Source: an optimization exercise on an open RTL-to-GDS flow (aim: small area, a short achievable clock period and few clock cycles per item). Production flows keep margins and buffers that such runs may drop. RTL that was checked went through simulation tests only; none was proved equivalent to the original. Only the layout flow was run in runs 2 to 6; the RTL was not checked for function there. Power figures rest on the tool's default switching activity, not on a simulated workload.

<file path="flow/design.v">
module lcsa_encoder (
    input  wire        clk,
    input  wire        rst,           
    input  wire        start,
    input  wire [31:0] len,           
    input  wire [31:0] spb,           
    input  wire [31:0] bits,          
    output wire        busy,
    output wire        s_valid,
    input  wire        s_ready,
    output wire [12:0] s_index,
    output wire [9:0]  s_trits,       
    output wire [63:0] s_time,
    output wire        s_last,
    output wire        done,
    output wire        done_err,
    output wire [2:0]  done_code,
    output wire [3:0]  done_cause,
    output wire [13:0] done_n,
    output wire [7:0]  done_half
);
    reg         busy_r, done_r, sv_r, last_r;
    reg         err_r;
    reg         cap_r;               
    reg         sec_r;               
    reg  [13:0] e_r;                 
    reg         tb_r, tnb_r, tf_r, tfnb_r, tman_r, tami_r;    
    reg         th_r, tm_r;          
    reg  [3:0]  tl_r;                
    reg  [51:0] tfrac_r;
    reg  [8:0]  s_r;                 
    reg         s_one;               
    reg  [31:0] bsh;                 
    reg  [8:0]  j_r;                 
    reg         lj_r;                
    reg  [4:0]  lrem;                
    reg         pol_r;               
    reg         run_r;               
    reg         prm_r;               
    reg  [4:0]  dcnt;
    reg  [53:0] aq;
    reg         c_r;
    reg  [7:0]  ar;
    reg  [53:0] dq;
    reg  [7:0]  dr;
    reg  [4:0]  xa;                  
    wire accept  = start && !busy_r;
    wire len_le0 = len[31] || (len == 32'd0);
    wire spb_le0 = spb[31] || (spb == 32'd0);
    wire len_big = (len[30:6] != 25'd0) || (len[5] && (len[4:0] != 5'd0));
    wire spb_big = (spb[30:9] != 22'd0) || (spb[8] && (spb[7:0] != 8'd0));
    wire chk_err = len_le0 || spb_le0 || len_big || spb_big;
    wire chk_cap = !len_le0 && !spb_le0;
    wire chk_sec = chk_cap ? !len_big : !len_le0;
    wire [8:0] s_div = {s_r[8:2], s_r[1] | s_one, s_r[0] & !s_one};
    wire [8:0] sm1   = s_r - 9'd1;                
    reg [7:0] r_init;                             
    reg [3:0] p_len;                              
    integer k;
    always @(*) begin
        r_init = 8'd1;
        p_len  = 4'd0;
        for (k = 0; k < 8; k = k + 1)
            if (sm1[k]) begin
                r_init = 8'd1 << k;
                p_len  = k[3:0] + 4'd1;
            end
    end
    function [8:0] dstep;                         
        input [7:0] r;
        input [8:0] s;
        reg   [9:0] d;
        begin
            d     = {1'b0, r, 1'b0} - {1'b0, s};
            dstep = d[9] ? {1'b0, r[6:0], 1'b0} : {1'b1, d[7:0]};
        end
    endfunction
    wire [8:0] st1 = dstep(dr, s_div);
    wire [8:0] st2 = dstep(st1[7:0], s_div);
    function [54:0] add55;
        input [54:0] a;
        input [54:0] b;
        input        cin;
        reg   [54:0] g, p, gg, pp;
        integer l, i, j;
        begin
            g  = a & b;
            p  = a ^ b;
            gg = g;
            pp = p;
            gg[0] = g[0] | (p[0] & cin);
            for (l = 0; l < 6; l = l + 1)
                for (i = 0; i < 55; i = i + 1)
                    if ((i >> l) & 1) begin
                        j = ((i >> l) << l) - 1;
                        gg[i] = gg[i] | (pp[i] & gg[j]);
                        pp[i] = pp[i] & pp[j];
                    end
            add55 = p ^ {gg[53:0], cin};
        end
    endfunction
    wire [54:0] qs    = add55({1'b0, aq}, {1'b0, dq}, c_r);
    wire        xo    = qs[54];
    wire [9:0]  nsx   = ~{1'b0, s_r};
    wire [9:0]  cs1s  = {2'b0, ar} ^ {2'b0, dr} ^ nsx;
    wire [9:0]  cs1c  = ({2'b0, ar} & {2'b0, dr}) | (({2'b0, ar} | {2'b0, dr}) & nsx);
    wire [9:0]  cs2s  = {2'b0, ar} ^ {2'b0, dr} ^ {1'b0, s_r};
    wire [9:0]  cs2c  = ({2'b0, ar} & {2'b0, dr}) | (({2'b0, ar} | {2'b0, dr}) & {1'b0, s_r});
    wire [8:0]  rn0   = {1'b0, ar} + {1'b0, dr};         
    wire [9:0]  rn1   = cs1s + {cs1c[8:0], 1'b1};        
    wire        rc    = !rn1[9];                         
    wire [9:0]  rn0s  = cs2s + {cs2c[8:0], 1'b0};        
    wire [7:0]  ar_n  = rc ? rn1[7:0] : rn0[7:0];
    wire [7:0]  ar_h  = !qs[0] ? rn0[8:1] : rc ? rn1[8:1] : rn0s[8:1];
    wire [9:0]  dr_h  = dq[0] ? ({1'b0, s_r} + {2'd0, dr}) : {2'd0, dr};
    wire [53:0] mrnd  = {1'b0, aq[53:1]} + {53'd0, aq[0] | c_r};
    wire [4:0]  xa_o  = xa + {4'd0, mrnd[53]};
    wire        wrap   = lj_r;
    wire [8:0]  j_inc  = j_r + 9'd1;
    wire [8:0]  j_n    = wrap ? 9'd0 : j_inc;
    wire [31:0] bsh_n  = wrap ? {1'b0, bsh[31:1]} : bsh;
    wire [4:0]  lrem_n = wrap ? lrem - 5'd1 : lrem;
    wire        pol_n  = (wrap && bsh[0]) ? !pol_r : pol_r;
    wire        b_n    = wrap ? bsh[1] : bsh[0];
    wire        f_n    = wrap ? (s_r[8:1] != 8'd0) : (tf_r && (j_inc[7:0] != s_r[8:1]));
    wire        lj_n   = wrap ? s_one : (j_inc == sm1);
    wire        last_n = lj_n && (wrap ? (lrem == 5'd1) : (lrem == 5'd0));
    wire mv    = sv_r && s_ready;
    wire ld    = run_r && !last_r && (!sv_r || s_ready);
    wire acc   = ld || prm_r;
    always @(posedge clk) begin
        if (rst) begin
            busy_r <= 1'b0;
            sv_r   <= 1'b0;
            done_r <= 1'b0;
        end else if (!busy_r) begin
            done_r <= accept && chk_err;
            busy_r <= accept && !chk_err;
            sv_r   <= accept && !chk_err;
        end else begin
            done_r <= mv && last_r;
            busy_r <= !(mv && last_r);
            if (ld)
                sv_r <= 1'b1;
            else if (mv)
                sv_r <= 1'b0;
        end
    end
    always @(posedge clk) begin
        if (accept) begin
            err_r <= chk_err;
            cap_r <= chk_cap;
            sec_r <= chk_sec;
        end
    end
    always @(posedge clk) begin
        if (!busy_r) begin
            e_r     <= 14'd0;
            tb_r    <= bits[0];
            tnb_r   <= !bits[0];
            tf_r    <= (spb[8:1] != 8'd0);
            tfnb_r  <= (spb[8:1] != 8'd0) && !bits[0];
            tman_r  <= !(bits[0] ^ (spb[8:1] != 8'd0));
            tami_r  <= 1'b0;
            last_r  <= (len[5:0] == 6'd1) && (spb[8:0] == 9'd1);
            th_r    <= 1'b0;
            tm_r    <= 1'b0;
            tl_r    <= 4'd0;
            tfrac_r <= 52'd0;
            s_r     <= spb[8:0];
            s_one   <= (spb[8:0] == 9'd1);
            bsh     <= bits;
            j_r     <= 9'd0;
            lj_r    <= (spb[8:0] == 9'd1);
            lrem    <= len[4:0] - 5'd1;
            pol_r   <= 1'b0;
        end else begin
            if (mv)
                e_r <= e_r + 14'd1;
            if (ld) begin
                tb_r    <= b_n;
                tnb_r   <= !b_n;
                tf_r    <= f_n;
                tfnb_r  <= f_n && !b_n;
                tman_r  <= !(b_n ^ f_n);
                tami_r  <= b_n && pol_n;
                last_r  <= last_n;
                th_r    <= xa_o[4];
                tm_r    <= !xa_o[4];
                tl_r    <= xa_o[3:0];
                tfrac_r <= mrnd[51:0];
                bsh     <= bsh_n;
                j_r     <= j_n;
                lj_r    <= lj_n;
                lrem    <= lrem_n;
                pol_r   <= pol_n;
            end
        end
    end
    always @(posedge clk) begin
        if (!busy_r) begin
            run_r <= 1'b0;
            prm_r <= 1'b0;
            dcnt  <= 5'd28;
            aq    <= 54'd0;
            c_r   <= 1'b0;
            ar    <= 8'd0;
        end else begin
            prm_r <= 1'b0;
            if (!run_r && !prm_r) begin
                dcnt <= dcnt - 5'd1;
                if (dcnt == 5'd28) begin
                    dr <= r_init;
                    xa <= 5'd15 - {1'b0, p_len};
                end else begin
                    dq <= {dq[51:0], st1[8], st2[8]};
                    dr <= st2[7:0];
                end
                if (dcnt == 5'd1)
                    prm_r <= 1'b1;
            end
            if (prm_r)
                run_r <= 1'b1;
            if (acc) begin
                if (xo) begin
                    aq  <= qs[54:1];
                    c_r <= qs[0] && rc;
                    ar  <= ar_h;
                    dq  <= {1'b0, dq[53:1]};
                    dr  <= dr_h[8:1];
                    xa  <= xa + 5'd1;
                end else begin
                    aq  <= qs[53:0];
                    c_r <= rc;
                    ar  <= ar_n;
                end
            end
        end
    end
    assign busy       = busy_r;
    assign s_valid    = sv_r;
    assign s_index    = e_r[12:0];
    assign s_trits    = {tami_r, tb_r, tman_r, 1'b1, tfnb_r, tf_r, tnb_r, 1'b1, 1'b0, tb_r};
    assign s_time     = {1'b0, th_r, {6{tm_r}}, tl_r, tfrac_r};
    assign s_last     = last_r;
    assign done       = done_r;
    assign done_err   = err_r;
    assign done_code  = {cap_r, 1'b0, !cap_r};
    assign done_cause = {1'b0, cap_r, sec_r, !sec_r};
    assign done_n     = e_r;
    assign done_half  = s_r[8:1];
endmodule
</file>
<file path="flow/flow/run.sh">
#!/bin/bash
set -o pipefail
export SETUP_SLACK_MARGIN=6
export BUFFER_PORTS_ARGS="-buffer_cell sky130_fd_sc_hd__buf_2"
bash standard.sh > standard.log 2>&1
</file>
<file path="flow/standard.sh">
#!/bin/bash
# synth_recipe.tcl (not shown) runs the flow's synth.tcl, then flattens the netlist and writes it again
# the make line also repeats each setting of config.mk as NAME=value (left out here)
make -C /OpenROAD-flow-scripts/flow DESIGN_CONFIG=/design/flow/config.mk WORK_HOME=/design/flow/orfs CLKGATE_MAP_FILE= SYNTH_SCRIPT=/design/flow/synth_recipe.tcl "${@:-finish}"
</file>
<file path="flow/config.mk">
export PLATFORM = sky130hd
export DESIGN_NAME = lcsa_encoder
export DESIGN_NICKNAME = lcsa_encoder
export VERILOG_FILES = /design/flow/design.v
export SDC_FILE = /design/flow/constraint.sdc
export NUM_CORES = 4
export LEC_CHECK = 0
export ABC_CLOCK_PERIOD_IN_PS = 3000
export CAP_MARGIN = 20
export CORE_MARGIN = 2
export CORE_UTILIZATION = 60
export SLEW_MARGIN = 20
</file>
<file path="flow/constraint.sdc">
create_clock -name core_clock -period 10.0 [get_ports {clk}]
set_input_delay 2.0000 -clock core_clock [delete_from_list [all_inputs] [get_ports {clk}]]
set_output_delay 2.0000 -clock core_clock [all_outputs]
set_load 0.01 [all_outputs]
</file>
==> notes.md, run 1 <==
* Status: complete, no violations
* Die width at 182 µm
* #FFs+latches synth at 280
* Port Buffer Count at 214
* Setup crit start: s_one
* Setup crit end kind: flop
* Mapped Avg Cell Area at 8.68 µm²
* Clock transition at path regs at 0.06 ns
* Max clock buf depth at 3
* RR Startpoint: s_one
* Fraction of registers with async set/reset at 0%
* IO Pins at 221
* Pwr/cell area at 116 nW/µm²
* Initial DRT Pass Iterations at 6
* Met1 Usage GRT at 39.8%
* Tot GR Track Use at 30.7%
* Max Slew Vio Count at 0
* Slowest-stage cell, CP: edfxtp_1
* Grt total ovfl at 0
* WP buf/inv at 1
* Sequential area share after synthesis at 35.9%
* Post-detailed-routing wire length at 52900 µm
* Measured slew at the worst slew-check pin at 1.03 ns
* Hold Buf Count CTS at 0
* Top FF cell, synth: dfxtp_1
* First-pass GRT wire length at 82300 µm
* Die height at 182 µm
* Post-Route Skew at 0.0151 ns
* Antenna diodes at 0
* Crit path max-delay family: compound AO/OA/AOI/OAI gates
* Vias at 16902
* RSZ-0062 raised after global routing: true
* DRC violations left at 0
* Reg2Reg Capture Point: dr[2]
* Wire length per cell at 18.8 µm
* Area occupied by multi-input gates at 11500 µm²
* Clock sinks at 280
* RePlAce Congestion at 0.891
* Min Tclk post-route at 4.08 ns
* Count of non-filler cells in the finished layout at 2807
* Synth area leader: edfxtp_1
* Most common cell after layout, fill and taps aside: nand2_1
* CTS tree: built
* Initial antenna violation count at 0
* Fill count at 2464
* Mapped cell area at 19100 µm²
* Initial core utilization at 60.7%
* Layout Nets at 2635
* Cell variety after synth at 79
* Met2 GRT Util at 53.3%
* P&R area growth vs syn at 17.6%
* Final setup fails at 0
* Clock buffer count from CTS at 34
* Critical Path Start Type: flop
* Worst Path Max Fanout at 7
* Largest net degree at the start of global routing at 96
* CP required at 10.24 ns
* Most frequent cells in the layout: nand2_1 (266), nor2_1 (233), buf_2 (214)
* R2R Setup Slk at 5.92 ns
* Layout cells sized above 1 at 19.8%
* Tot Pwr at 2.60 mW
* Crit Path Category: reg -> reg
* Vias/cell at 6.02
* DP HPWL at 33700 µm
* Max Cap Violations at 0
* F_max at 245 MHz
* Yosys warnings at 1
* Top post-synthesis cells by area: edfxtp_1 (20%), dfxtp_1 (16%), ha_1 (8.2%)
* Slew headroom at 31.6%
* Clock Latency Late Sink at 0.51 ns
* GRT Max-Usage Layer: met2
* WP depth at 18
* Vias in the first global route at 15939
* Worst path max stage delay at 0.46 ns
* Fin. Hold Viols at 0
* CTS H-tree lvls at 2
* Number of DRC markers in iteration 0 at 1330
* Hold Crit Class: reg -> reg
* Synth top area share at 19.5%
* Most frequent CP cell: a21oi_2
* Die ar. at 33200 µm²
* Worst reg-to-reg path cell count at 18
* Post-placement cell count at 2673
* EDFF count, synth at 124
* CP cell instances: nor2_4, ha_4, a21oi_2, nor2b_1, o21a_1, o21a_1, o31ai_4, a21oi_4, mux2_2, ha_4, a21oi_2, o21bai_1, a21oi_2, buf_4, o21ai_4, mux2i_1, o211ai_1, a21boi_0
* Leakage at 9.00 nW
* Setup TNS at 0 ns
* Row count at 65
* CP endpoint: dr[2]
* Core Box Area at 31400 µm²
* Final period util at 40.8%
* WP data arrival at 4.33 ns
* Final ANT Viol Nets at 0
* Mapped Cells at 2194
* M3 GR Usage at 4.53%
* FF+latch area at 6850 µm²
* Peak VDD IR at 0.000136 V
* Hold Crit Start: tl_r[1]
* Root Driver: clkbuf_16
[cell type report]
| class | instances | share of cell area [%] |
|---|---|---|
| clock buffers | 48 | 4.28 |
| clock inverters | 11 | 0.413 |
| inverters | 87 | 1.56 |
| multi-input cells | 1678 | 51.5 |
| flip-flops and latches | 280 | 30.6 |
| well taps | 402 | 2.24 |
| repair buffers | 301 | 9.40 |
[state kept, by name, indices dropped and copies added (netlist names), 4 cells and up]
name / cells
tl_r: 4
s_r: 9
dr: 8
xa: 5
ar: 8
dcnt: 5
dq: 54
lrem: 5
tfrac_r: 52
aq: 54
j_r: 9
bsh: 32
e_r: 14
[power breakdown]
| group | switching [mW] | internal [mW] |
|---|---|---|
| clock | 0.485 | 0.696 |
| sequential | 0.00965 | 1.20 |
| combinational | 0.105 | 0.0984 |
| total | 0.599 | 2.00 |
[cell families (layout without fill, tap and decap cells)]
family                   count (synthesis)  after routing  synth area share [%]
AND/OR/NAND/NOR                        761            761                  18.1
AO/OA/AOI/OAI                          540            541                  18.2
flip-flops                             280            280                  35.9
buffers and inverters                  241            447                  5.88
XOR/XNOR                               160            160                  7.35
adder cells (fa/ha/maj)                153            153                  11.2
multiplexers                            57             57                  3.30
other                                    2              6                0.0394
[per-layer routing]
metal / part of all wire [%] / wire [µm]
met1: 41 / 21900
met2: 48 / 25600
met3: 7.2 / 3780
met4: 3.0 / 1560
met5: 0 / 0
[synthesized netlist by cell type, types with 7 or more instances]
cell / n
or2_2: 8
nor4_1: 21
and2_1: 14
and3_1: 30
a21oi_1: 134
a211oi_1: 67
a31oi_1: 60
inv_1: 86
nor2_1: 239
o21a_1: 8
ha_1: 125
o31ai_1: 7
nand3_1: 41
or3_1: 17
nand2b_1: 16
fa_1: 28
o211ai_1: 20
nor3_1: 34
xnor2_1: 89
a311oi_1: 15
buf_2: 19
mux2_2: 35
o21ai_0: 130
edfxtp_1: 124
nor2b_1: 23
o21bai_1: 12
clkbuf_1: 81
nand3b_1: 7
xor2_1: 71
nand2_1: 269
dfxtp_1: 156
buf_4: 45
a21o_1: 28
nand4_1: 25
mux2i_1: 19
[repair_timing]
item | in CTS | in global routing
cloned | 11 | 2
buffers inserted | 39 | 23
gates resized for setup | 53 | 58
pin swaps | 26 | 40
setup endpoints to repair | 129 | 129
[through the flow]
stage | worst slack (ns) | util [%] | hold slack [ns] | instance area, µm²
6_report | 5.92 | 71.4 | 0.481 | 22400
5_1_grt | 5.82 | 71.4 | 0.497 | 22400
4_1_cts | 5.91 | 69.7 | 0.481 | 21900
3_5_place_dp | 5.03 | 63.8 | 0.451 | 20000
3_3_place_gp | 5.07 | 63.8 | 0.442 | 20000
2_1_floorplan | 6.00 | - | 0.462 | 19100
[worst register-to-register path, stage by stage (launching register included)]
cell and delay, ns:
edfxtp_1 0.46, nor2_4 0.17, ha_4 0.21, a21oi_2 0.13, nor2b_1 0.06, o21a_1 0.19, o21a_1 0.24, o31ai_4 0.29
a21oi_4 0.14, mux2_2 0.33, ha_4 0.30, a21oi_2 0.06, o21bai_1 0.17, a21oi_2 0.09, buf_4 0.16, o21ai_4 0.28
mux2i_1 0.29, o211ai_1 0.11, a21boi_0 0.16
[worst min-delay path by stage]
stage / to / slack, ns / cells after the start
floorplan: c_r / 0.46 / 2
global placement: tl_r[1] / 0.44 / 2
detailed placement: tl_r[0] / 0.45 / 2
CTS: tl_r[1] / 0.48 / 2
global route: tl_r[1] / 0.50 / 2
finish: tl_r[1] / 0.48 / 2
Testbench counts, summed over its fixed seeds: cycles 59,046, samples 57,598.
==> inputs of run 2 (changes only) <==
--- a/flow/design.v
+++ b/flow/design.v
@@ -26,7 +26,4 @@
     reg  [13:0] e_r;                 
     reg         tb_r, tnb_r, tf_r, tfnb_r, tman_r, tami_r;    
-    reg         th_r, tm_r;          
-    reg  [3:0]  tl_r;                
-    reg  [51:0] tfrac_r;
     reg  [8:0]  s_r;                 
     reg         s_one;               
@@ -37,5 +34,5 @@
     reg         pol_r;               
     reg         run_r;               
-    reg         prm_r;               
+    reg         fst_r;               
     reg  [4:0]  dcnt;
     reg  [53:0] aq;
@@ -45,4 +42,5 @@
     reg  [7:0]  dr;
     reg  [4:0]  xa;                  
+    reg         xm_r;                
     wire accept  = start && !busy_r;
     wire len_le0 = len[31] || (len == 32'd0);
@@ -102,18 +100,15 @@
     wire [54:0] qs    = add55({1'b0, aq}, {1'b0, dq}, c_r);
     wire        xo    = qs[54];
-    wire [9:0]  nsx   = ~{1'b0, s_r};
-    wire [9:0]  cs1s  = {2'b0, ar} ^ {2'b0, dr} ^ nsx;
-    wire [9:0]  cs1c  = ({2'b0, ar} & {2'b0, dr}) | (({2'b0, ar} | {2'b0, dr}) & nsx);
-    wire [9:0]  cs2s  = {2'b0, ar} ^ {2'b0, dr} ^ {1'b0, s_r};
-    wire [9:0]  cs2c  = ({2'b0, ar} & {2'b0, dr}) | (({2'b0, ar} | {2'b0, dr}) & {1'b0, s_r});
     wire [8:0]  rn0   = {1'b0, ar} + {1'b0, dr};         
-    wire [9:0]  rn1   = cs1s + {cs1c[8:0], 1'b1};        
+    wire [9:0]  rn1   = {1'b0, rn0} - {1'b0, s_r};       
     wire        rc    = !rn1[9];                         
-    wire [9:0]  rn0s  = cs2s + {cs2c[8:0], 1'b0};        
+    wire [9:0]  rn0s  = {1'b0, rn0} + {1'b0, s_r};       
+    wire        x0    = qs[0] ^ rc;
     wire [7:0]  ar_n  = rc ? rn1[7:0] : rn0[7:0];
-    wire [7:0]  ar_h  = !qs[0] ? rn0[8:1] : rc ? rn1[8:1] : rn0s[8:1];
+    wire [7:0]  ar_h  = rc ? (x0 ? rn0[8:1] : rn1[8:1])
+                           : (x0 ? rn0s[8:1] : rn0[8:1]);
     wire [9:0]  dr_h  = dq[0] ? ({1'b0, s_r} + {2'd0, dr}) : {2'd0, dr};
     wire [53:0] mrnd  = {1'b0, aq[53:1]} + {53'd0, aq[0] | c_r};
-    wire [4:0]  xa_o  = xa + {4'd0, mrnd[53]};
+    wire [4:0]  xa_o  = mrnd[53] ? xa + 5'd1 : xa;
     wire        wrap   = lj_r;
     wire [8:0]  j_inc  = j_r + 9'd1;
@@ -128,5 +123,4 @@
     wire mv    = sv_r && s_ready;
     wire ld    = run_r && !last_r && (!sv_r || s_ready);
-    wire acc   = ld || prm_r;
     always @(posedge clk) begin
         if (rst) begin
@@ -164,8 +158,4 @@
             tami_r  <= 1'b0;
             last_r  <= (len[5:0] == 6'd1) && (spb[8:0] == 9'd1);
-            th_r    <= 1'b0;
-            tm_r    <= 1'b0;
-            tl_r    <= 4'd0;
-            tfrac_r <= 52'd0;
             s_r     <= spb[8:0];
             s_one   <= (spb[8:0] == 9'd1);
@@ -186,8 +176,4 @@
                 tami_r  <= b_n && pol_n;
                 last_r  <= last_n;
-                th_r    <= xa_o[4];
-                tm_r    <= !xa_o[4];
-                tl_r    <= xa_o[3:0];
-                tfrac_r <= mrnd[51:0];
                 bsh     <= bsh_n;
                 j_r     <= j_n;
@@ -201,38 +187,40 @@
         if (!busy_r) begin
             run_r <= 1'b0;
-            prm_r <= 1'b0;
+            fst_r <= 1'b1;
             dcnt  <= 5'd28;
+            dr    <= 8'd0;
             aq    <= 54'd0;
             c_r   <= 1'b0;
             ar    <= 8'd0;
-        end else begin
-            prm_r <= 1'b0;
-            if (!run_r && !prm_r) begin
-                dcnt <= dcnt - 5'd1;
-                if (dcnt == 5'd28) begin
-                    dr <= r_init;
-                    xa <= 5'd15 - {1'b0, p_len};
-                end else begin
-                    dq <= {dq[51:0], st1[8], st2[8]};
-                    dr <= st2[7:0];
-                end
-                if (dcnt == 5'd1)
-                    prm_r <= 1'b1;
-            end
-            if (prm_r)
+            xa    <= 5'd0;
+            xm_r  <= 1'b0;
+        end else if (!run_r) begin
+            dcnt <= dcnt - 5'd1;
+            if (dcnt == 5'd28) begin
+                dr <= r_init;
+            end else begin
+                dq <= {dq[51:0], st1[8], st2[8]};
+                dr <= st2[7:0];
+            end
+            if (dcnt == 5'd1)
                 run_r <= 1'b1;
-            if (acc) begin
-                if (xo) begin
-                    aq  <= qs[54:1];
-                    c_r <= qs[0] && rc;
-                    ar  <= ar_h;
-                    dq  <= {1'b0, dq[53:1]};
-                    dr  <= dr_h[8:1];
-                    xa  <= xa + 5'd1;
-                end else begin
-                    aq  <= qs[53:0];
-                    c_r <= rc;
-                    ar  <= ar_n;
-                end
+        end else if (ld) begin
+            fst_r <= 1'b0;
+            if (xo) begin
+                aq  <= qs[54:1];
+                c_r <= qs[0] && rc;
+                ar  <= ar_h;
+                dq  <= {1'b0, dq[53:1]};
+                dr  <= dr_h[8:1];
+            end else begin
+                aq  <= qs[53:0];
+                c_r <= rc;
+                ar  <= ar_n;
+            end
+            if (fst_r) begin
+                xa   <= 5'd15 - {1'b0, p_len};
+                xm_r <= 1'b1;
+            end else if (xo) begin
+                xa   <= xa + 5'd1;
             end
         end
@@ -242,5 +230,5 @@
     assign s_index    = e_r[12:0];
     assign s_trits    = {tami_r, tb_r, tman_r, 1'b1, tfnb_r, tf_r, tnb_r, 1'b1, 1'b0, tb_r};
-    assign s_time     = {1'b0, th_r, {6{tm_r}}, tl_r, tfrac_r};
+    assign s_time     = {1'b0, xa_o[4], {6{xm_r && !xa_o[4]}}, xa_o[3:0], mrnd[51:0]};
     assign s_last     = last_r;
     assign done       = done_r;
==> flow/flow/run.sh (replaced) <==
#!/bin/bash
set -o pipefail
export SETUP_SLACK_MARGIN=6.5
bash standard.sh > standard.log 2>&1
--- a/flow/config.mk
+++ b/flow/config.mk
@@ -9,4 +9,4 @@
 export CAP_MARGIN = 20
 export CORE_MARGIN = 2
-export CORE_UTILIZATION = 60
+export CORE_UTILIZATION = 40
 export SLEW_MARGIN = 20
==> run 2 against run 1 <==
Effect of this change:
- core utilization is 12 points lower
- non-clock buffer count increased by 131
- power decreased by 15%
- still clean
- via count shrank 9.9%
- sequential cell count decreased by 57
- critical path depth fell by 8
- cell count down 3.6%
- die area up 28%
- area after synthesis is 14% lower
- clock power fell by 8%
- combinational power fell by 31%
- worst hold slack better by 0.012 ns
- critical endpoint is now s_time[53]
==> notes.md, run 2 <==
* Grt total ovfl at 0 (unchanged)
* Peak VDD IR at 0.000112 V (-18%)
* Vias in the first global route at 14878 (-6.7%)
* Top FF cell, synth: dfxtp_1
* Setup crit start: aq[21]
* Max clock buf depth at 3 (unchanged)
* #FFs+latches synth at 223 (-20%)
* CP endpoint: s_time[53]
* Layout Utilization at 58.9% (-12 points)
* WP depth at 10 (-8)
* Critical Path Start Type: flop
* Worst hold slack at 0.493 ns (+0.0119 ns)
* DP HPWL at 32800 µm (-2.7%)
* Mapped cell area at 16300 µm² (-14%)
* CP required at 8.00 ns (-2.24 ns)
* R2R Setup Slk at 5.19 ns (-0.73 ns)
* Mapped Cells at 1809 (-18%)
* IO Pins at 221 (unchanged)
* Die width at 206 µm (+13%)
* Tot GR Track Use at 25.1% (-5.6 points)
* Pwr/cell area at 93.6 nW/µm² (-19%)
* First-pass GRT wire length at 83400 µm (+1.3%)
* Initial antenna violation count at 1 (+1)
* Most common cell in the netlist: nand2_1
* Most frequent CP cell: and3_4
* Crit Path Category: reg -> out
* Most common cell after layout, fill and taps aside: nand2_1
* Clock buffer count from CTS at 28 (-18%)
* Setup TNS at 0 ns (unchanged)
* CTS tree: built
* Top post-synthesis cells by count: nand2_1 (163), nor2_1 (149), a21oi_1 (126), xnor2_1 (120), ha_1 (118)
* F_max at 187 MHz (-24%)
* Clock transition at path regs at 0.06 ns (about the same)
* Worst Path Max Fanout at 4 (-3)
* CP cell instances: and3_4, and3_4, nand4_1, or4_4, nor3_4, and2_4, and4_4, buf_12, mux2_4, buf_6
* Top post-synthesis cells by area: edfxtp_1 (20%), dfxtp_1 (14%), ha_1 (9.0%)
* Placed inst area at 19000 µm² (-5.0%)
* WP buf/inv at 2 (+1)
* Most frequent cells in the layout: nand2_1 (149), nor2_1 (120), edfxtp_1 (111)
* Vias at 15227 (-9.9%)
* Worst reg-to-reg path cell count at 24 (+6)
* Core Box Area at 40000 µm² (+27%)
* RePlAce Congestion at 0.882 (-1.1%)
* Crit path max-delay family: simple AND/OR/NAND/NOR gates
* Fin. Hold Viols at 0 (unchanged)
* Mapped Avg Cell Area at 9.02 µm² (+3.9%)
* Synth area leader: edfxtp_1
* Fill count at 3350 (+36%)
* EDFF count, synth at 111 (-10%)
* Post-detailed-routing wire length at 55900 µm (+5.7%)
* CTS H-tree lvls at 1 (-1)
* Wire length per cell at 20.6 µm (+9.7%)
* RR Startpoint: aq[0]
* Final setup fails at 0 (unchanged)
* WP data arrival at 3.34 ns (-0.99 ns)
* Final period util at 53.4% (+13 points)
* Slew headroom at 29.8% (-1.7 points)
* Layout Nets at 2388 (-9.4%)
* Min Tclk post-route at 5.34 ns (+1.26 ns)
* Reg2Reg Capture Point: dq[51]
* Sequential area share after synthesis at 34.2% (-1.8 points)
* Leakage at 9.96 nW (+11%)
* Final ANT Viol Nets at 0 (unchanged)
* Worst path max stage delay at 0.53 ns (+0.07 ns)
* Hold Buf Count CTS at 0 (unchanged)
* RSZ-0062 raised after global routing: true
* Layout cells sized above 1 at 32.5% (+13 points)
* Antenna diodes at 0 (unchanged)
* Port Buffer Count at 214 (unchanged)
* Cell variety after synth at 75 (-5.1%)
* Yosys warnings at 1 (unchanged)
* Die height at 206 µm (+13%)
* Slowest-stage cell, CP: or4_4
* Post-Route Skew at 0.0195 ns (+0.00432 ns)
* P&R area growth vs syn at 44.4%
* Hold Crit Class: reg -> reg
* Measured slew at the worst slew-check pin at 1.04 ns (+0.0165 ns)
* Setup crit end kind: primary output
* Die ar. at 42400 µm² (+28%)
* Max Cap Violations at 0 (unchanged)
* Initial core utilization at 40.8% (-20 points)
* Synth top area share at 20.4% (+0.88 points)
* Initial DRT Pass Iterations at 5 (-1)
* Clock sinks at 223 (-20%)
* Clock Latency Late Sink at 0.57 ns (+0.06 ns)
* Vias/cell at 5.63 (-6.5%)
* Number of DRC markers in iteration 0 at 1119 (-16%)
* DRC violations left at 0 (unchanged)
* Status: complete, no violations
* Fraction of registers with async set/reset at 0% (unchanged)
* Root Driver: clkbuf_16
* Row count at 73 (+12%)
* Largest net degree at the start of global routing at 86 (-10%)
* Max Slew Vio Count at 0 (unchanged)
* Regs by FF count: aq (54), dq (54), bsh (32)
* Final Cell Area at 23600 µm² (+5.2%)
-- run 2: how the worst min path moves through the flow --
stage | start | to | slack [ns] | cells past startpoint
finish | ar[3] | ar[3] | 0.49 | 1
detailed placement | aq[9] | aq[9] | 0.47 | 2
global route | ar[3] | ar[3] | 0.51 | 1
CTS | aq[9] | aq[9] | 0.48 | 2
global placement | aq[9] | aq[9] | 0.47 | 2
floorplan | ar[6] | ar[6] | 0.43 | 2
-- run 2: final cells by class --
type,count,area (µm²),area share (%)
multi-input combinational,1403,11500,48.8
sequential,223,5650,24.0
timing repair buffer,432,4490,19.1
clock buffer,41,833,3.54
tap,525,657,2.79
inverter,70,288,1.22
clock inverter,11,151,0.642
-- run 2: stage by stage --
step           cells  setup WS, ns  total power [mW]
2_1_floorplan   1813          5.33              1.06
3_3_place_gp    2445          4.37              1.12
3_5_place_dp    2445          4.32              1.12
4_1_cts         2655          4.64              2.21
5_1_grt         2705          4.66              2.27
6_report        2705          4.66              2.21
-- run 2: timing repair --
item | CTS | global route
gates cloned | 25 | 2
resized for setup | 531 | 210
pin swaps | 134 | 121
setup buffers | 133 | 48
endpoints found under the setup margin | 283 | 210
-- run 2: cells by family (layout without fill, tap and decap cells) --
family	Yosys count	count (layout)	synth area share (%)
AO/OA/AOI/OAI	423	423	16.7
XOR/XNOR	178	178	9.55
adder cells (fa/ha/maj)	130	130	10.5
buffers and inverters	189	554	5.56
flip-flops	223	223	34.2
multiplexers	105	105	7.38
other	2	6	0.0460
AND/OR/NAND/NOR	559	561	16.1
-- run 2: layer usage --
layer	global-route usage (%)	vias to the layer above	share of wire, %
met2	40.8	537	46
met3	4.79	135	7.7
li1	-	7219	-
met1	33.2	7336	42
met4	8.67	0	3.6
met5	0	-	0
-- run 2: report_power, final --
group	internal (mW)	total, mW	switching [mW]
registers	0.964	0.971	0.00710
clock network	0.677	1.09	0.417
logic	0.0806	0.141	0.0608
==> inputs of run 3 (changes only) <==
==> flow/flow/run.sh (replaced) <==
#!/bin/bash
set -o pipefail
export SETUP_SLACK_MARGIN=6
bash standard.sh > standard.log 2>&1
==> run 3 against run 2 <==
Effect of this change:
- non-clock buffer count decreased by 74
- core utilization decreased by 4.5 points
- via count down 4.0%
- final area decreased by 7.6%
- still clean
- highest routed layer unchanged
- critical endpoint unchanged
- worst hold slack worse by 0.0031 ns
==> notes.md, run 3 <==
* Post-placement cell count at 2446 (+0.041%)
* Vias at 14619 (-4.0%)
* Fraction of registers with async set/reset at 0% (unchanged)
* Top FF cell, synth: dfxtp_1
* Final worst slack at 4.67 ns (+0.0127 ns)
* Clock buffer count from CTS at 28 (unchanged)
* EDFF count, synth at 111 (unchanged)
* Final Cell Area at 21800 µm² (-7.6%)
* RR Startpoint: s_one
* Worst Path Max Fanout at 5 (+1)
* Clock transition at path regs at 0.07 ns (about the same)
* Critical Path Start Type: flop
* Most frequent CP cell: buf_6
* WP data arrival at 3.33 ns (about the same)
* Clock sinks at 223 (unchanged)
* Cell variety after synth at 75 (unchanged)
* Min Tclk post-route at 5.33 ns (-0.0127 ns)
* Die ar. at 42400 µm² (unchanged)
* Slew headroom at 36.3% (+6.5 points)
* CP cell instances: and3_1, nand3_1, or4_4, nor3_4, and2_4, and4_4, buf_6, mux2_4, buf_6
* DRC violations left at 0 (unchanged)
* Largest net degree at the start of global routing at 75 (-13%)
* Max Slew Vio Count at 0 (unchanged)
* Number of DRC markers in iteration 0 at 914 (-18%)
* Final ANT Viol Nets at 0 (unchanged)
* DP HPWL at 32800 µm (+0.15%)
* Tot Pwr at 2.15 mW (-2.7%)
* Reg2Reg Capture Point: dr[4]
* WP buf/inv at 2 (unchanged)
* CP endpoint: s_time[53]
* Max Cap Violations at 0 (unchanged)
* Initial antenna violation count at 1 (unchanged)
* Layout cells sized above 1 at 25.0% (-7.5 points)
* CTS H-tree lvls at 1 (unchanged)
* RePlAce Congestion at 0.872 (-1.0%)
* Measured slew at the worst slew-check pin at 0.955 ns (-0.0884 ns)
* RSZ-0062 raised after global routing: true
* Count of non-filler cells in the finished layout at 2630 (-2.8%)
* Fraction of synthesized area in multiplexers at 7.38% (unchanged)
* Setup crit start: aq[30]
* Simple-gate share of the synthesized area at 16.1% (unchanged)
* Sequential area share after synthesis at 34.2% (unchanged)
* Leakage at 8.98 nW (-9.9%)
* Layout Nets at 2313 (-3.1%)
* R2R Setup Slk at 5.80 ns (+0.61 ns)
* CP required at 8.00 ns (about the same)
* FF+latch area at 5620 µm² (-0.49%)
* Post-Route Skew at 0.0153 ns (-0.00412 ns)
* Antenna diodes at 0 (unchanged)
* Clock Latency Late Sink at 0.57 ns (about the same)
* Mapped cell area at 16300 µm² (unchanged)
* Wire length per cell at 19.3 µm (-6.7%)
* Post-detailed-routing wire length at 50700 µm (-9.3%)
* Final setup fails at 0 (unchanged)
* Mapped Avg Cell Area at 9.02 µm² (unchanged)
* Synth area leader: edfxtp_1
* Yosys warnings at 1 (unchanged)
* Hold Crit Class: reg -> reg
* Vias/cell at 5.56 (-1.3%)
* Worst hold slack at 0.490 ns (-0.00310 ns)
* Peak VDD IR at 0.000110 V (-1.8%)
* Most frequent cells in the layout: nand2_1 (158), clkdlybuf4s50_1 (154), nor2_1 (131)
* First-pass GRT wire length at 78100 µm (-6.4%)
* Mapped Cells at 1809 (unchanged)
* Crit Path Category: reg -> out
* Most common cell after layout, fill and taps aside: nand2_1
* Tot GR Track Use at 23.2% (-1.8 points)
* Pwr/cell area at 98.6 nW/µm² (+5.3%)
* Area occupied by multi-input gates at 10900 µm² (-5.1%)
* Synth top area share at 20.4% (unchanged)
* Max clock buf depth at 3 (unchanged)
* WP depth at 9 (-1)
* Place WS at 4.12 ns (-0.210 ns)
* Initial core utilization at 40.8% (unchanged)
* Worst reg-to-reg path cell count at 19 (-21%)
* Worst path max stage delay at 0.63 ns (+0.10 ns)
* Most common cell in the netlist: nand2_1
* Top post-synthesis cells by count: nand2_1 (163), nor2_1 (149), a21oi_1 (126), xnor2_1 (120), ha_1 (118)
* CTS tree: built
* Setup crit end kind: primary output
* Fill count at 3539 (+5.6%)
* Grt total ovfl at 0 (unchanged)
* Adder-Cell Fraction of Synth Area at 10.5% (unchanged)
* Placed inst area at 18900 µm² (-0.70%)
* Initial DRT Pass Iterations at 5 (unchanged)
* Regs by FF count: aq (54), dq (54), bsh (32)
* Layout Utilization at 54.4% (-4.5 points)
* #FFs+latches synth at 223 (unchanged)
* Compound-Gate Fraction of Synth Area at 16.7% (unchanged)
* Crit path max-delay family: simple AND/OR/NAND/NOR gates
* Port Buffer Count at 214 (unchanged)
* Slowest-stage cell, CP: or4_4
* Hold Crit Start: ar[4]
* Die height at 206 µm (unchanged)
* Vias in the first global route at 14323 (-3.7%)
* Root Driver: clkbuf_16
* Row count at 73 (unchanged)
* Setup TNS at 0 ns (unchanged)
* Largest family of logic cells by synthesized area: compound AO/OA/AOI/OAI gates
* P&R area growth vs syn at 33.5%
* Top post-synthesis cells by area: edfxtp_1 (20%), dfxtp_1 (14%), ha_1 (9.0%)
* Fin. Hold Viols at 0 (unchanged)
* F_max at 188 MHz (+0.24%)
* Status: complete, no violations
* Core Box Area at 40000 µm² (unchanged)
* Post-synthesis xor/xnor area fraction at 9.55% (unchanged)
* IO Pins at 221 (unchanged)
* Die width at 206 µm (unchanged)
* Final period util at 53.3% (-0.13 points)
run 3: cell counts after synthesis:
No cell type changed its count.
run 3: cell type report:
type	instances	area share [%]
multi-input combinational	1402	50.1
clock buffer	40	3.85
clock inverter	12	0.483
timing repair buffer	358	15.5
sequential	223	25.8
inverter	70	1.31
tap	525	3.02
run 3: what timing repair did:
action	CTS	global route
buffers inserted	90	37
hold buffers	0	0
pin swaps	74	71
gates resized for setup	338	103
endpoints found under the setup margin	238	156
cloned	5	0
run 3: how the worst min path moves through the flow:
stage	endpoint	slack (ns)	depth (start not counted)
global route	ar[4]	0.51	1
floorplan	ar[6]	0.43	2
detailed placement	ar[3]	0.47	1
finish	ar[4]	0.49	1
global placement	aq[9]	0.47	2
CTS	aq[9]	0.48	2
run 3: logic make-up after synthesis:
| group | after synthesis |
|---|---|
| AO/OA/AOI/OAI | 423 |
| XOR/XNOR | 178 |
| adder cells (fa/ha/maj) | 130 |
| buffers and inverters | 189 |
| flip-flops | 223 |
| multiplexers | 105 |
| other | 2 |
| AND/OR/NAND/NOR | 559 |
run 3: where the power goes:
| part | leakage [nW] | switching (mW) | internal (mW) | total (mW) |
|---|---|---|---|---|
| Clock | 0.466 | 0.427 | 0.610 | 1.04 |
| Combinational | 6.51 | 0.0580 | 0.0792 | 0.137 |
| Sequential | 2.01 | 0.00749 | 0.965 | 0.972 |
| Total | 8.98 | 0.493 | 1.65 | 2.15 |
run 3: layer usage:
layer / track usage [%] / wire (µm)
met4: 7.17 / 1420
met1: 31.2 / 22500
met5: 0 / 0
met3: 4.35 / 3120
met2: 37.8 / 23700
==> inputs of run 4 (changes only) <==
--- a/flow/design.v
+++ b/flow/design.v
@@ -33,4 +33,9 @@
     reg  [4:0]  lrem;                
     reg         pol_r;               
+    reg  [4:0]  i_r;                 
+    reg         xf_r;
+    reg  [6:0]  w_r;                 
+    reg  [7:0]  vn_r;                
+    reg  [2:0]  xc_r;                
     reg         run_r;               
     reg         fst_r;               
@@ -99,16 +104,18 @@
     endfunction
     wire [54:0] qs    = add55({1'b0, aq}, {1'b0, dq}, c_r);
-    wire        xo    = qs[54];
+    wire        xo    = xf_r;
+    wire [9:0]  nsx   = ~{1'b0, s_r};
+    wire [9:0]  cs1s  = {2'b0, ar} ^ {2'b0, dr} ^ nsx;
+    wire [9:0]  cs1c  = ({2'b0, ar} & {2'b0, dr}) | (({2'b0, ar} | {2'b0, dr}) & nsx);
+    wire [9:0]  cs2s  = {2'b0, ar} ^ {2'b0, dr} ^ {1'b0, s_r};
+    wire [9:0]  cs2c  = ({2'b0, ar} & {2'b0, dr}) | (({2'b0, ar} | {2'b0, dr}) & {1'b0, s_r});
     wire [8:0]  rn0   = {1'b0, ar} + {1'b0, dr};         
-    wire [9:0]  rn1   = {1'b0, rn0} - {1'b0, s_r};       
+    wire [9:0]  rn1   = cs1s + {cs1c[8:0], 1'b1};        
     wire        rc    = !rn1[9];                         
-    wire [9:0]  rn0s  = {1'b0, rn0} + {1'b0, s_r};       
-    wire        x0    = qs[0] ^ rc;
+    wire [9:0]  rn0s  = cs2s + {cs2c[8:0], 1'b0};        
     wire [7:0]  ar_n  = rc ? rn1[7:0] : rn0[7:0];
-    wire [7:0]  ar_h  = rc ? (x0 ? rn0[8:1] : rn1[8:1])
-                           : (x0 ? rn0s[8:1] : rn0[8:1]);
+    wire [7:0]  ar_h  = !qs[0] ? rn0[8:1] : rc ? rn1[8:1] : rn0s[8:1];
     wire [9:0]  dr_h  = dq[0] ? ({1'b0, s_r} + {2'd0, dr}) : {2'd0, dr};
-    wire [53:0] mrnd  = {1'b0, aq[53:1]} + {53'd0, aq[0] | c_r};
-    wire [4:0]  xa_o  = mrnd[53] ? xa + 5'd1 : xa;
+    wire [52:0] mrnd  = aq[53:1] + {52'd0, aq[0] | c_r};
     wire        wrap   = lj_r;
     wire [8:0]  j_inc  = j_r + 9'd1;
@@ -121,4 +128,10 @@
     wire        lj_n   = wrap ? s_one : (j_inc == sm1);
     wire        last_n = lj_n && (wrap ? (lrem == 5'd1) : (lrem == 5'd0));
+    wire [4:0]  i_n    = wrap ? i_r + 5'd1 : i_r;
+    wire        x0s    = xf_r && !wrap && (i_r == 5'd0);
+    wire [6:0]  w_n    = x0s ? {w_r[5:0], vn_r[6]} : w_r;
+    wire [2:0]  xc_n   = x0s ? xc_r - 3'd1 : xc_r;
+    wire        xf_n   = lj_n ? ((i_n & (i_n + 5'd1)) == 5'd0)
+                              : ((i_n == 5'd0) && (xc_n != 3'd0) && (j_n == {2'd0, w_n}));
     wire mv    = sv_r && s_ready;
     wire ld    = run_r && !last_r && (!sv_r || s_ready);
@@ -165,4 +178,6 @@
             lrem    <= len[4:0] - 5'd1;
             pol_r   <= 1'b0;
+            i_r     <= 5'd0;
+            xf_r    <= 1'b0;
         end else begin
             if (mv)
@@ -181,4 +196,6 @@
                 lrem    <= lrem_n;
                 pol_r   <= pol_n;
+                i_r     <= i_n;
+                xf_r    <= xf_n;
             end
         end
@@ -198,8 +215,13 @@
             dcnt <= dcnt - 5'd1;
             if (dcnt == 5'd28) begin
-                dr <= r_init;
+                dr   <= r_init;
+                vn_r <= sm1[7:0];
+                w_r  <= 7'd1;
+                xc_r <= (p_len == 4'd0) ? 3'd0 : p_len[2:0] - 3'd1;
             end else begin
                 dq <= {dq[51:0], st1[8], st2[8]};
                 dr <= st2[7:0];
+                if (!vn_r[7])
+                    vn_r <= {vn_r[6:0], 1'b0};
             end
             if (dcnt == 5'd1)
@@ -207,4 +229,8 @@
         end else if (ld) begin
             fst_r <= 1'b0;
+            w_r   <= w_n;
+            xc_r  <= xc_n;
+            if (x0s)
+                vn_r <= {vn_r[7], vn_r[5:0], 1'b0};
             if (xo) begin
                 aq  <= qs[54:1];
@@ -223,4 +249,5 @@
             end else if (xo) begin
                 xa   <= xa + 5'd1;
+                xm_r <= (xa < 5'd15);
             end
         end
@@ -230,5 +257,5 @@
     assign s_index    = e_r[12:0];
     assign s_trits    = {tami_r, tb_r, tman_r, 1'b1, tfnb_r, tf_r, tnb_r, 1'b1, 1'b0, tb_r};
-    assign s_time     = {1'b0, xa_o[4], {6{xm_r && !xa_o[4]}}, xa_o[3:0], mrnd[51:0]};
+    assign s_time     = {1'b0, xa[4], {6{xm_r}}, xa[3:0], mrnd[51:0]};
     assign s_last     = last_r;
     assign done       = done_r;
==> flow/flow/run.sh (replaced) <==
#!/bin/bash
set -o pipefail
export SETUP_SLACK_MARGIN=6
export BUFFER_PORTS_ARGS="-buffer_cell sky130_fd_sc_hd__buf_2"
bash standard.sh > standard.log 2>&1
--- a/flow/config.mk
+++ b/flow/config.mk
@@ -9,4 +9,4 @@
 export CAP_MARGIN = 20
 export CORE_MARGIN = 2
-export CORE_UTILIZATION = 40
+export CORE_UTILIZATION = 60
 export SLEW_MARGIN = 20
==> run 4 against run 3 <==
Effect of this change:
- count of clock-buffer cells in the layout rose by 1
- area after synthesis rose by 10%
- via count up 5.4%
- global-route usage is 6.9 points higher
- first-iteration DRC count rose by 18%
- critical path depth rose by 2
- sequential share of layout area rose by 3.6 points
- maximum frequency rose by 10%
- sequential cell count up 24
==> notes.md, run 4 <==
* Status: complete, no violations
* Max Cap Violations at 0 (unchanged)
* Cell variety after synth at 83 (+11%)
* IO Pins at 221 (unchanged)
* Internal power at 1.85 mW (+12%)
* WP data arrival at 2.83 ns (-0.50 ns)
* Tot GR Track Use at 30.1% (+6.9 points)
* Min Tclk post-route at 4.83 ns (-0.499 ns)
* Port Buffer Count at 214 (unchanged)
* Initial core utilization at 60.7% (+20 points)
* Setup crit end kind: primary output
* Die width at 177 µm (-14%)
* Number of DRC markers in iteration 0 at 1076 (+18%)
* Peak VDD IR at 0.000125 V (+14%)
* WP buf/inv at 3 (+1)
* Clock power share at 49.6% (+1.3 points)
* Crit path max-delay family: simple AND/OR/NAND/NOR gates
* Critical Path Start Type: flop
* Slew headroom at 24.3% (-12 points)
* Met2 GRT Util at 50.6% (+13 points)
* Layout cells sized above 1 at 25.7% (+0.69 points)
* M3 GR Usage at 5.41% (+1.1 points)
* F_max at 207 MHz (+10%)
* Worst Path Max Fanout at 3 (-2)
* Pwr/cell area at 111 nW/µm² (+13%)
* Die height at 177 µm (-14%)
* Vias in the first global route at 14864 (+3.8%)
* DP HPWL at 33400 µm (+1.9%)
* Switching part of the total power at 22.1% (-0.80 points)
* Max Slew Vio Count at 0 (unchanged)
* Sequential area share after synthesis at 34.8% (+0.59 points)
* RR Startpoint: s_one
* Largest net degree at the start of global routing at 88 (+17%)
* GRT Max-Usage Layer: met2
* Area occupied by multi-input gates at 11300 µm² (+3.6%)
* R2R Setup Slk at 5.56 ns (-0.24 ns)
* Initial DRT Pass Iterations at 5 (unchanged)
* Top FF cell, synth: edfxtp_1
* Final ANT Viol Nets at 0 (unchanged)
* Switch Pwr at 0.526 mW (+6.7%)
* Mapped cell area at 17900 µm² (+10%)
* Sequential power share at 45.4% (about the same)
* Max clock buf depth at 3 (unchanged)
* Root Driver: clkbuf_16
* Slowest-stage cell, CP: dfxtp_4
* Row count at 63 (-14%)
* Regs by FF count: aq (54), dq (54), bsh (32)
* Most common cell after layout, fill and taps aside: buf_2
* Mapped Cells at 1963 (+8.5%)
* CP required at 8.00 ns (about the same)
* RSZ-0062 raised after global routing: true
* #FFs+latches synth at 247 (+11%)
* Post-placement cell count at 2467 (+0.86%)
* Clock buffer count from CTS at 30 (+7.1%)
* Final period util at 48.3% (-5.0 points)
* Synth top area share at 21.6% (+1.2 points)
* Die ar. at 31300 µm² (-26%)
* Wire length per cell at 18.6 µm (-3.3%)
* P&R area growth vs syn at 18.9%
* Core Box Area at 29600 µm² (-26%)
* Vias at 15410 (+5.4%)
* Count of non-filler cells in the finished layout at 2594 (-1.4%)
* Vias/cell at 5.94 (+6.9%)
* Grt total ovfl at 0 (unchanged)
* Layout Nets at 2434 (+5.2%)
* DRC violations left at 0 (unchanged)
* CP cell instances: and3_4, and3_4, nand2_4, nor3_4, nand2_4, nor3_4, buf_4, buf_4, nand3_1, xnor2_1, buf_2
* Top post-synthesis cells by count: nor2_1 (185), nand2_1 (160), edfxtp_1 (129), a21oi_1 (126), ha_1 (126)
* Antenna diodes at 0 (unchanged)
* RePlAce Congestion at 0.895 (+2.6%)
* Post-detailed-routing wire length at 48300 µm (-4.6%)
* Fill count at 2294 (-35%)
* Leakage at 9.04 nW (+0.71%)
* Clock sinks at 247 (+11%)
* WP depth at 11 (+2)
* CTS tree: built
* FF+latch area at 6280 µm² (+12%)
* Setup TNS at 0 ns (unchanged)
* First-pass GRT wire length at 76000 µm (-2.7%)
* Fraction of registers with async set/reset at 0% (unchanged)
* Reg2Reg Capture Point: dr[7]
* Clock transition at path regs at 0.06 ns (about the same)
* Clock Latency Late Sink at 0.58 ns (about the same)
* Final setup fails at 0 (unchanged)
* Worst path max stage delay at 0.35 ns (-0.28 ns)
* Top post-synthesis cells by area: edfxtp_1 (22%), dfxtp_1 (13%), ha_1 (8.8%)
* CTS H-tree lvls at 1 (unchanged)
* Logic pwr share at 5.0% (-1.4 points)
* Hold Crit Class: reg -> reg
* Worst reg-to-reg path cell count at 22 (+3)
* Setup crit start: aq[9]
* Most common cell in the netlist: nor2_1
* Met1 Usage GRT at 39.4% (+8.3 points)
* Most frequent cells in the layout: buf_2 (214), nor2_1 (163), nand2_1 (152)
* Measured slew at the worst slew-check pin at 1.13 ns (+0.172 ns)
* Mapped Avg Cell Area at 9.14 µm² (+1.3%)
* CP endpoint: s_time[41]
* Crit Path Category: reg -> out
* EDFF count, synth at 129 (+16%)
* Yosys warnings at 1 (unchanged)
* Synth area leader: edfxtp_1
* Fin. Hold Viols at 0 (unchanged)
* Initial antenna violation count at 1 (unchanged)
* Post-Route Skew at 0.0247 ns (+0.00933 ns)
-- run 4: area by class of cell --
class	count	area share [%]
multi-input cells	1493	53.0
repair buffers	300	8.34
clock buffers	41	3.95
clock inverters	15	1.10
flip-flops and latches	247	29.4
inverters	108	1.93
well taps	390	2.29
-- run 4: per-stage QoR --
| stage | instance area, µm² | power, mW | hold slack (ns) | util [%] | worst slack [ns] |
|---|---|---|---|---|---|
| 6_report | 21300 | 2.37 | 0.497 | 72.2 | 5.17 |
| 5_1_grt | 21300 | 2.44 | 0.516 | 72.2 | 5.09 |
| 4_1_cts | 20800 | 2.38 | 0.497 | 70.4 | 5.17 |
| 3_5_place_dp | 19200 | 1.21 | 0.463 | 64.9 | 5.26 |
| 3_3_place_gp | 19200 | 1.21 | 0.458 | 64.9 | 5.35 |
| 2_1_floorplan | 18100 | 1.17 | 0.448 | - | 5.75 |
-- run 4: worst min-delay path by stage --
stage | start | end | depth (start not counted)
global placement | c_r | c_r | 2
finish | aq[18] | aq[18] | 1
floorplan | c_r | c_r | 2
CTS | j_r[1] | j_r[1] | 2
global route | aq[18] | aq[18] | 1
detailed placement | c_r | c_r | 2
-- run 4: power by group through the flow --
stage | Combinational, mW | Sequential, mW | Clock, mW
2_1_floorplan | 0.0728 | 1.10 | 0
3_3_place_gp | 0.103 | 1.10 | 0
3_5_place_dp | 0.105 | 1.10 | 0
4_1_cts | 0.111 | 1.08 | 1.19
5_1_grt | 0.129 | 1.08 | 1.23
6_report | 0.118 | 1.08 | 1.18
-- run 4: metal layers --
layer	wire length [µm]	share of wire, %
met3	3110	6.4
met5	0	0
met4	1320	2.7
met2	23100	48
met1	20800	43
-- run 4: cell families (layout without fill, tap and decap cells) --
kind of cell	after synthesis	count (layout)	share of synthesized area (%)
adders and majority gates	154	154	11.9
AOI/OAI and AO/OA	460	462	16.8
xor gates and xnor gates	191	191	9.32
and+or+nand+nor	567	567	14.5
buffers and inverters	229	464	5.75
DFF	247	247	34.8
other	2	6	0.0419
muxes	113	113	6.90
-- run 4: repair_timing --
item,CTS,global route
resized for setup,66,60
cloned,0,2
setup buffers,38,31
pin swaps,35,38
setup endpoints to repair,65,77
hold buffers,0,0
==> inputs of run 5 (changes only) <==
--- a/flow/design.v
+++ b/flow/design.v
@@ -26,4 +26,7 @@
     reg  [13:0] e_r;                 
     reg         tb_r, tnb_r, tf_r, tfnb_r, tman_r, tami_r;    
+    reg         th_r, tm_r;          
+    reg  [3:0]  tl_r;                
+    reg  [51:0] tfrac_r;
     reg  [8:0]  s_r;                 
     reg         s_one;               
@@ -31,7 +34,8 @@
     reg  [8:0]  j_r;                 
     reg         lj_r;                
+    reg  [4:0]  i_r;                 
     reg  [4:0]  lrem;                
     reg         pol_r;               
-    reg  [4:0]  i_r;                 
+    reg         f_r;                 
     reg         xf_r;
     reg  [6:0]  w_r;                 
@@ -39,5 +43,5 @@
     reg  [2:0]  xc_r;                
     reg         run_r;               
-    reg         fst_r;               
+    reg         prm_r;               
     reg  [4:0]  dcnt;
     reg  [53:0] aq;
@@ -47,5 +51,4 @@
     reg  [7:0]  dr;
     reg  [4:0]  xa;                  
-    reg         xm_r;                
     wire accept  = start && !busy_r;
     wire len_le0 = len[31] || (len == 32'd0);
@@ -121,12 +124,10 @@
     wire [8:0]  j_inc  = j_r + 9'd1;
     wire [8:0]  j_n    = wrap ? 9'd0 : j_inc;
+    wire [4:0]  i_n    = wrap ? i_r + 5'd1 : i_r;
     wire [31:0] bsh_n  = wrap ? {1'b0, bsh[31:1]} : bsh;
     wire [4:0]  lrem_n = wrap ? lrem - 5'd1 : lrem;
     wire        pol_n  = (wrap && bsh[0]) ? !pol_r : pol_r;
-    wire        b_n    = wrap ? bsh[1] : bsh[0];
-    wire        f_n    = wrap ? (s_r[8:1] != 8'd0) : (tf_r && (j_inc[7:0] != s_r[8:1]));
+    wire        f_n    = wrap ? (s_r[8:1] != 8'd0) : (f_r && (j_inc[7:0] != s_r[8:1]));
     wire        lj_n   = wrap ? s_one : (j_inc == sm1);
-    wire        last_n = lj_n && (wrap ? (lrem == 5'd1) : (lrem == 5'd0));
-    wire [4:0]  i_n    = wrap ? i_r + 5'd1 : i_r;
     wire        x0s    = xf_r && !wrap && (i_r == 5'd0);
     wire [6:0]  w_n    = x0s ? {w_r[5:0], vn_r[6]} : w_r;
@@ -136,4 +137,5 @@
     wire mv    = sv_r && s_ready;
     wire ld    = run_r && !last_r && (!sv_r || s_ready);
+    wire acc   = ld || prm_r;                
     always @(posedge clk) begin
         if (rst) begin
@@ -171,4 +173,8 @@
             tami_r  <= 1'b0;
             last_r  <= (len[5:0] == 6'd1) && (spb[8:0] == 9'd1);
+            th_r    <= 1'b0;
+            tm_r    <= 1'b0;
+            tl_r    <= 4'd0;
+            tfrac_r <= 52'd0;
             s_r     <= spb[8:0];
             s_one   <= (spb[8:0] == 9'd1);
@@ -176,7 +182,8 @@
             j_r     <= 9'd0;
             lj_r    <= (spb[8:0] == 9'd1);
+            i_r     <= 5'd0;
             lrem    <= len[4:0] - 5'd1;
             pol_r   <= 1'b0;
-            i_r     <= 5'd0;
+            f_r     <= (spb[8:1] != 8'd0);
             xf_r    <= 1'b0;
         end else begin
@@ -184,18 +191,28 @@
                 e_r <= e_r + 14'd1;
             if (ld) begin
-                tb_r    <= b_n;
-                tnb_r   <= !b_n;
-                tf_r    <= f_n;
-                tfnb_r  <= f_n && !b_n;
-                tman_r  <= !(b_n ^ f_n);
-                tami_r  <= b_n && pol_n;
-                last_r  <= last_n;
+                tb_r    <= bsh[0];
+                tnb_r   <= !bsh[0];
+                tf_r    <= f_r;
+                tfnb_r  <= f_r && !bsh[0];
+                tman_r  <= !(bsh[0] ^ f_r);
+                tami_r  <= bsh[0] && pol_r;
+                last_r  <= lj_r && (lrem == 5'd0);
+                th_r    <= xa[4];
+                tm_r    <= !xa[4];
+                tl_r    <= xa[3:0];
+                tfrac_r <= mrnd[51:0];
+            end
+            if (acc) begin
                 bsh     <= bsh_n;
                 j_r     <= j_n;
                 lj_r    <= lj_n;
+                i_r     <= i_n;
                 lrem    <= lrem_n;
                 pol_r   <= pol_n;
-                i_r     <= i_n;
+                f_r     <= f_n;
                 xf_r    <= xf_n;
+                w_r     <= w_n;
+                vn_r    <= x0s ? {vn_r[7], vn_r[5:0], 1'b0} : vn_r;
+                xc_r    <= xc_n;
             end
         end
@@ -204,50 +221,43 @@
         if (!busy_r) begin
             run_r <= 1'b0;
-            fst_r <= 1'b1;
+            prm_r <= 1'b0;
             dcnt  <= 5'd28;
-            dr    <= 8'd0;
             aq    <= 54'd0;
             c_r   <= 1'b0;
             ar    <= 8'd0;
-            xa    <= 5'd0;
-            xm_r  <= 1'b0;
-        end else if (!run_r) begin
-            dcnt <= dcnt - 5'd1;
-            if (dcnt == 5'd28) begin
-                dr   <= r_init;
-                vn_r <= sm1[7:0];
-                w_r  <= 7'd1;
-                xc_r <= (p_len == 4'd0) ? 3'd0 : p_len[2:0] - 3'd1;
-            end else begin
-                dq <= {dq[51:0], st1[8], st2[8]};
-                dr <= st2[7:0];
-                if (!vn_r[7])
-                    vn_r <= {vn_r[6:0], 1'b0};
-            end
-            if (dcnt == 5'd1)
+        end else begin
+            prm_r <= 1'b0;
+            if (!run_r && !prm_r) begin
+                dcnt <= dcnt - 5'd1;
+                if (dcnt == 5'd28) begin
+                    dr   <= r_init;
+                    xa   <= 5'd15 - {1'b0, p_len};
+                    vn_r <= sm1[7:0];
+                    w_r  <= 7'd1;
+                    xc_r <= (p_len == 4'd0) ? 3'd0 : p_len[2:0] - 3'd1;
+                end else begin
+                    dq <= {dq[51:0], st1[8], st2[8]};
+                    dr <= st2[7:0];
+                    if (!vn_r[7])
+                        vn_r <= {vn_r[6:0], 1'b0};
+                end
+                if (dcnt == 5'd1)
+                    prm_r <= 1'b1;
+            end
+            if (prm_r)
                 run_r <= 1'b1;
-        end else if (ld) begin
-            fst_r <= 1'b0;
-            w_r   <= w_n;
-            xc_r  <= xc_n;
-            if (x0s)
-                vn_r <= {vn_r[7], vn_r[5:0], 1'b0};
-            if (xo) begin
-                aq  <= qs[54:1];
-                c_r <= qs[0] && rc;
-                ar  <= ar_h;
-                dq  <= {1'b0, dq[53:1]};
-                dr  <= dr_h[8:1];
-            end else begin
-                aq  <= qs[53:0];
-                c_r <= rc;
-                ar  <= ar_n;
-            end
-            if (fst_r) begin
-                xa   <= 5'd15 - {1'b0, p_len};
-                xm_r <= 1'b1;
-            end else if (xo) begin
-                xa   <= xa + 5'd1;
-                xm_r <= (xa < 5'd15);
+            if (acc) begin
+                if (xo) begin
+                    aq  <= qs[54:1];
+                    c_r <= qs[0] && rc;
+                    ar  <= ar_h;
+                    dq  <= {1'b0, dq[53:1]};
+                    dr  <= dr_h[8:1];
+                    xa  <= xa + 5'd1;
+                end else begin
+                    aq  <= qs[53:0];
+                    c_r <= rc;
+                    ar  <= ar_n;
+                end
             end
         end
@@ -257,5 +267,5 @@
     assign s_index    = e_r[12:0];
     assign s_trits    = {tami_r, tb_r, tman_r, 1'b1, tfnb_r, tf_r, tnb_r, 1'b1, 1'b0, tb_r};
-    assign s_time     = {1'b0, xa[4], {6{xm_r}}, xa[3:0], mrnd[51:0]};
+    assign s_time     = {1'b0, th_r, {6{tm_r}}, tl_r, tfrac_r};
     assign s_last     = last_r;
     assign done       = done_r;
==> run 5 against run 4 <==
Effect of this change:
- the run now fails in synthesis
==> notes.md, run 5 <==
* Status: aborted with a tool error
* Last stage reached: synthesis
* Stop Error: ERROR: Found 3 problems in 'check -assert'.
* Yosys warnings at 1 (unchanged)
==> inputs of run 6 (changes only) <==
--- a/flow/design.v
+++ b/flow/design.v
@@ -212,7 +212,4 @@
                 f_r     <= f_n;
                 xf_r    <= xf_n;
-                w_r     <= w_n;
-                vn_r    <= x0s ? {vn_r[7], vn_r[5:0], 1'b0} : vn_r;
-                xc_r    <= xc_n;
             end
         end
@@ -248,4 +245,8 @@
                 run_r <= 1'b1;
             if (acc) begin
+                w_r  <= w_n;
+                xc_r <= xc_n;
+                if (x0s)
+                    vn_r <= {vn_r[7], vn_r[5:0], 1'b0};
                 if (xo) begin
                     aq  <= qs[54:1];
==> run 6 against run 5 <==
Effect of this change:
- the run now finishes clean
==> notes.md, run 6 <==
* First-pass GRT wire length at 88000 µm
* Vias in the first global route at 17223
* Most common cell after layout, fill and taps aside: nand2_1
* Slowest-stage cell, CP: edfxtp_1
* Crit Path Category: reg -> reg
* Count of non-filler cells in the finished layout at 2965
* Root Driver: clkbuf_16
* #FFs+latches synth at 305
* Clock transition at path regs at 0.06 ns
* DRC violations left at 0
* RSZ-0062 raised after global routing: true
* Port Buffer Count at 214
* Worst Path Max Fanout at 4
* Fin. Hold Viols at 0
* Yosys warnings at 1 (unchanged)
* Die width at 189 µm
* M3 GR Usage at 4.49%
* Most frequent CP cell: a21oi_2
* Sequential area share after synthesis at 36.5%
* Final ANT Viol Nets at 0
* Hold Crit Class: reg -> reg
* EDFF count, synth at 143
* Number of DRC markers in iteration 0 at 1661
* P&R area growth vs syn at 12.8%
* Tot GR Track Use at 30.2%
* CP cell instances: nor2_4, ha_4, a21o_1, a21oi_2, o21ba_4, o21ai_2, o41ai_2, buf_4, buf_6, buf_6, nor2_1, ha_1, a21o_1, a21oi_2, o21bai_1, a21oi_2, buf_4, mux2_4, a211o_1, a31oi_1
* Regs by FF count: aq (54), dq (54), tfrac_r (52)
* Synth area leader: edfxtp_1
* Clock sinks at 305
* Crit path max-delay family: compound AO/OA/AOI/OAI gates
* RePlAce Congestion at 0.897
* Layout cells sized above 1 at 17.3%
* CP required at 10.36 ns
* Post-Route Skew at 0.0165 ns
* Max Cap Violations at 0
* Core Box Area at 33700 µm²
* Row count at 67
* Setup crit end kind: flop
* Max clock buf depth at 3
* Vias at 18201
* Wire length per cell at 18.6 µm
* Worst reg-to-reg path cell count at 20
* Status: complete, no violations
* Met1 Usage GRT at 40.8%
* F_max at 238 MHz
* Min Tclk post-route at 4.21 ns
* Max Slew Vio Count at 0
* Mapped Cells at 2349
* Layout Nets at 2741
* DP HPWL at 38200 µm
* Largest net degree at the start of global routing at 106
* IO Pins at 221
* WP data arrival at 4.56 ns
* Antenna diodes at 0
* Met2 GRT Util at 49.3%
* WP depth at 20
* Initial antenna violation count at 1
* Hold Crit Start: tfrac_r[1]
* Worst path max stage delay at 0.51 ns
* Final setup fails at 0
* Slew headroom at 32.9%
* RR Startpoint: s_one
* Vias/cell at 6.14
* Most frequent cells in the layout: nand2_1 (272), nor2_1 (235), buf_2 (214)
* WP buf/inv at 4
* CTS tree: built
* Measured slew at the worst slew-check pin at 1.01 ns
* Top post-synthesis cells by count: nand2_1 (275), nor2_1 (241), dfxtp_1 (162), a21oi_1 (149), edfxtp_1 (143)
* GRT Max-Usage Layer: met2
* Pwr/cell area at 120 nW/µm²
* Post-placement cell count at 2871
* Die ar. at 35900 µm²
* Fraction of registers with async set/reset at 0%
* Final period util at 42.1%
* Initial core utilization at 61.2%
* Setup crit start: s_one
* Top FF cell, synth: dfxtp_1
* Die height at 189 µm
* Most common cell in the netlist: nand2_1
* Leakage at 9.32 nW
* Critical Path Start Type: flop
* Hold Buf Count CTS at 0
* Clock Latency Late Sink at 0.52 ns
* WHS Path Cells at 2
* Mapped cell area at 20600 µm²
* CTS H-tree lvls at 2
* Grt total ovfl at 0
* Top post-synthesis cells by area: edfxtp_1 (21%), dfxtp_1 (16%), ha_1 (7.4%)
* Synth top area share at 20.8%
* Mapped Avg Cell Area at 8.78 µm²
* Setup TNS at 0 ns
* Peak VDD IR at 0.000126 V
* Initial DRT Pass Iterations at 5
* Clock buffer count from CTS at 36
* Post-detailed-routing wire length at 55100 µm
* Cell variety after synth at 96
==> run 6: cell families after synthesis <==
kind of cell	share of synthesized area, %
other	0.0364
and+or+nand+nor	16.9
muxes	3.66
AOI/OAI and AO/OA	19.6
xor gates and xnor gates	7.38
DFF	36.5
adders and majority gates	10.1
buffers and inverters	5.70
==> run 6: cell type report <==
class,count,area [µm²]
Clock buffer,52,1050
Clock inverter,12,91.3
Fill cell,2789,10400
Inverter,105,404
Multi-Input combinational cell,1781,12100
Sequential cell,305,7540
Tap cell,448,561
Timing Repair Buffer,262,1470
==> run 6: layer usage <==
| metal | wire length, µm | vias up |
|---|---|---|
| met1 | 23700 | 8636 |
| met4 | 1820 | 0 |
| met2 | 25500 | 713 |
| met5 | 0 | - |
| li1 | - | 8716 |
| met3 | 4150 | 136 |
==> run 6: worst paths after layout <==
path | endpoint | slack (ns)
worst min-delay path | tfrac_r[1] | 0.45
worst max register to register | dr[5] | 5.79
worst min register to register | tfrac_r[1] | 0.45
worst max-delay path | dr[5] | 5.79
==> run 6: power breakdown <==
group	internal, mW	leakage (nW)	switching (mW)	total [mW]
Clock	0.758	0.558	0.522	1.28
Combinational	0.0943	6.24	0.103	0.197
Sequential	1.31	2.52	0.00718	1.32
Total	2.17	9.32	0.632	2.80
==> run 6: what timing repair did <==
action                     4_1_cts  5_1_grt
pin swaps                       16       10
gates resized for setup         33       13
setup endpoints to repair      124       78
buffers inserted                18       12
==> run 6: worst min-delay path: cells and delay by family, from the launching register on <==
family             cells  cell delay [ns]
AOI/OAI and AO/OA      1             0.05
and+or+nand+nor        1             0.05
DFF                    1             0.30
==> run 6: metrics by stage <==
stage / utilization, % / power (mW) / hold WS (ns) / setup slack, ns / cell area (µm²)
detailed placement: 64.3 / 1.51 / 0.445 / 4.94 / 21700
finish: 69.0 / 2.80 / 0.453 / 5.79 / 23300
global placement: 64.3 / 1.51 / 0.442 / 5.07 / 21700
CTS: 68.6 / 2.81 / 0.452 / 5.91 / 23100
floorplan: - / 1.47 / 0.432 / 6.03 / 20700
global route: 69.0 / 2.88 / 0.476 / 5.66 / 23300

Check on run 6: ideal ports give 5.795 ns setup slack; a clkbuf_16 on the clock port and buf_2 on the inputs give 5.795 ns; moving port delays by the midpoint clock arrival (0.572 ns) as well gives 5.651 ns.
